This is an optimization exercise on Yosys and OpenROAD, whose aim is small area, a short achievable clock period and few clock cycles, not a production implementation. Only simulation tests tie the RTL to the original design; equivalence was not proved. No activity file was given, so power comes from the tool's default toggle rates.

== east ==
Design tape_core, start of the top module:
module tape_core (
    input  wire        clk,
    input  wire        rst,             
    input  wire        ld_tape,         
    input  wire        ld_exp,          
    input  wire        ld_plen,         
    input  wire        ld_elen,         
    input  wire [3:0]  ld_addr,
    input  wire [4:0]  ld_data,
    input  wire        launch,
    input  wire        launch_mode,     
    input  wire [63:0] launch_a,
    input  wire [63:0] launch_b,
    input  wire [63:0] launch_c,
    output reg  [2:0]  status,
    output reg  [1:0]  result,
    output reg  [2:0]  cause,
    output reg  [4:0]  epc,
    output reg  [5:0]  einsn,
    output reg  [15:0] ocnt,
    output reg  [4:0]  ip,
    output reg  [63:0] reg_a,
    output reg  [63:0] reg_b,
    output reg  [63:0] reg_c,
    output reg         emit_valid,
    output wire [15:0] emit_index,
    output reg  [2:0]  emit_digit
);
For scale: roughly 4100 cells after synthesis, about 400 flip-flops, ~32000 µm² of cells after synthesis.
clock: 9.0 ns
lec_check: 0
cap_margin: 20
core_margin: 2
core_utilization: 40
gpl_timing_driven: 1
setup_slack_margin: 4.5
slew_margin: 20
standard.sh (not shown) runs the stock make flow with config.mk's settings and CLKGATE_MAP_FILE= SYNTH_SCRIPT=/design/flow/synth_recipe.tcl, a recipe that flattens the netlist after the stock synthesis.
==> flow/flow/run.sh <==
#!/bin/bash
# The standard layout, with plain buffers (buf_1) on the ports in place of
# the delay buffers buffer_ports picks by default. Every tool's output goes
# to a log in this folder (and ORFS's own logs under orfs/logs).
set -euo pipefail
bash standard.sh "BUFFER_PORTS_ARGS=-buffer_cell sky130_fd_sc_hd__buf_1" finish > standard_flow.log 2>&1
east finished all stages; the layout is clean.
Testbench counts of east, summed over its fixed seeds: cycles 30,018.
[inputs] middle vs east
- removing GPL_TIMING_DRIVEN (formerly 1)
- changing CORE_UTILIZATION from 40 to 50
- changing SETUP_SLACK_MARGIN from 4.5 to 5
- Note that the maximum number of pins on one net before global-route repair recorded for middle amounts to 0.918 times the value seen in east.
- Internal portion of total power on middle is behind east.
- In the reports for east and middle, the larger critical path depth belongs to middle.
- Final cell area excluding filler cells (middle vs. east) increases by a few percent
- middle has non-clock buffer area fraction after layout above what east had.
- middle gives more wire length reported by the detailed router than east did.
- Of east and middle, the lower core utilization belongs to east.

* * *

tape_core again, from the RTL that the note above started with.
export LEC_CHECK = 0
export CAP_MARGIN = 20
export CORE_MARGIN = 2
export CORE_UTILIZATION = 40
export SETUP_SLACK_MARGIN = 5
export SLEW_MARGIN = 20
create_clock -name core_clock -period 9.0 [get_ports {clk}]
Scripts as last shown in full above: flow/flow/run.sh
The baseline finished with timing, DRC and antenna clean.
Testbench counts at the start, summed over its fixed seeds: cycles 30,018.
Then changed:
CAP_MARGIN = 0   (was 20)
SLEW_MARGIN = 0   (was 20)
Effect: The changed run produced a clean layout; critical path depth is unchanged; via count stays the same; power does not change; utilization stays the same; wire length is unchanged.
Then changed:
CAP_MARGIN = 20   (was 0)
SETUP_SLACK_MARGIN = 4.5   (was 5)
SLEW_MARGIN = 20   (was 0)
After rerunning: The new run completed with no timing, DRC or antenna violations. Die area is unchanged. Worst setup slack gets worse by 0.37 ns. Synthesized area does not change. Sequential power stays flat. Cell count goes down by 1.5%.
Then changed:
SETUP_SLACK_MARGIN = 4.75   (was 4.5)
=> The changed run went through all stages and came out clean. Worst hold slack barely changes. Via count goes up slightly. Worst setup slack improved by 0.20 ns. Wire length is higher slightly. Global-route usage rises by 0.42 points.

* * *

== run a ==
Another version of the RTL of tape_core (not shown whole).
Size in the first run: about 4000 cells after synthesis, roughly 460 I/O pins, about 32000 sq um of cells after synthesis.
Settings: LEC_CHECK=0, CAP_MARGIN=20, CORE_MARGIN=2, CORE_UTILIZATION=40, SETUP_SLACK_MARGIN=4.5, SLEW_MARGIN=20; clock period 9.0 ns.
Scripts as last shown in full above: flow/flow/run.sh
Testbench counts of run a, summed over its fixed seeds: cycles 30,018.
Input-level comparison between run b and run a:
==> flow/run.sh (new file) <==
#!/bin/bash
# synth_recipe.tcl (not shown) runs the flow's synth.tcl, then flattens the netlist and writes it again
# the make line also repeats each setting of config.mk as NAME=value (left out here)
make -C /OpenROAD-flow-scripts/flow DESIGN_CONFIG=/design/flow/config.mk WORK_HOME=/design/flow/orfs CLKGATE_MAP_FILE= SYNTH_SCRIPT=/design/flow/synth_recipe.tcl finish
removed: flow/flow/run.sh
removed: flow/standard.sh
==> comparison <==
- Run a vs run b, most common library cell in the layout ignoring fill and taps: buf_1 vs clkdlybuf4s50_1
- From run a to run b the numbers moved as follows: wire length of the first global-routing pass saw an increase, worst setup slack went up by 0.092 ns, clock period minus worst slack -0.092 ns, path depth of the worst reg2reg path has decreased, weighted congestion at the end of routability-driven global placement higher.
- Run comparison: run a end point of the critical path reg_b[62]$_SDFFE_PP0P_; run b end point of the critical path reg_b[63]$_SDFFE_PP0P_
- Register bit count reported by yosys: run a vs run b identical
- Looking at the reports, run b completed the entire flow and the layout it produced met the timing, design-rule and antenna checks.

[port drivers added, routing unchanged]
The results above use ideal ports. As a check the final layouts listed here were re-extracted and re-timed, cells and wires unchanged. Step 1 (the two cells are an assumption about what drives the block):
set clk [get_ports {clk}]
set_driving_cell -lib_cell sky130_fd_sc_hd__clkbuf_16 $clk
set_driving_cell -lib_cell sky130_fd_sc_hd__buf_2 [delete_from_list [all_inputs] $clk]
Step 2 adds t to the input delays and takes it off the output delays; t is the mean of the earliest and latest rising clock arrival at the registers after step 1. Input paths then give back, and output paths get back, about the clock's delay inside the block. Slacks: ideal / step 1 / step 2; pairs: ideal / step 1.
run	t, ns	slack for setup (ns)	worst setup path after step 2	latest minus earliest clock arrival (ns)	worst slew at a driven data input, ns
east	0.685	4.504 / 4.504 / 4.063	input to register	0.032 / 0.032	0.12
middle	0.681	4.654 / 4.654 / 4.591	input to register	0.033 / 0.033	0.14
the first run of note 2	0.681	4.872 / 4.842 / 4.384	input to register	0.039 / 0.039	0.14
the second run of note 2	0.681	4.872 / 4.842 / 4.384	input to register	0.039 / 0.039	0.14
the third run of note 2	0.685	4.504 / 4.504 / 4.063	input to register	0.032 / 0.032	0.12
the fourth run of note 2	0.688	4.701 / 4.701 / 4.270	input to register	0.032 / 0.032	0.13
run a	0.678	4.362 / 4.362 / 4.157	input to register	0.060 / 0.060	0.12
run b	0.673	4.454 / 4.454 / 3.966	input to register	0.025 / 0.025	0.13
After both steps every run listed still meets setup and hold.
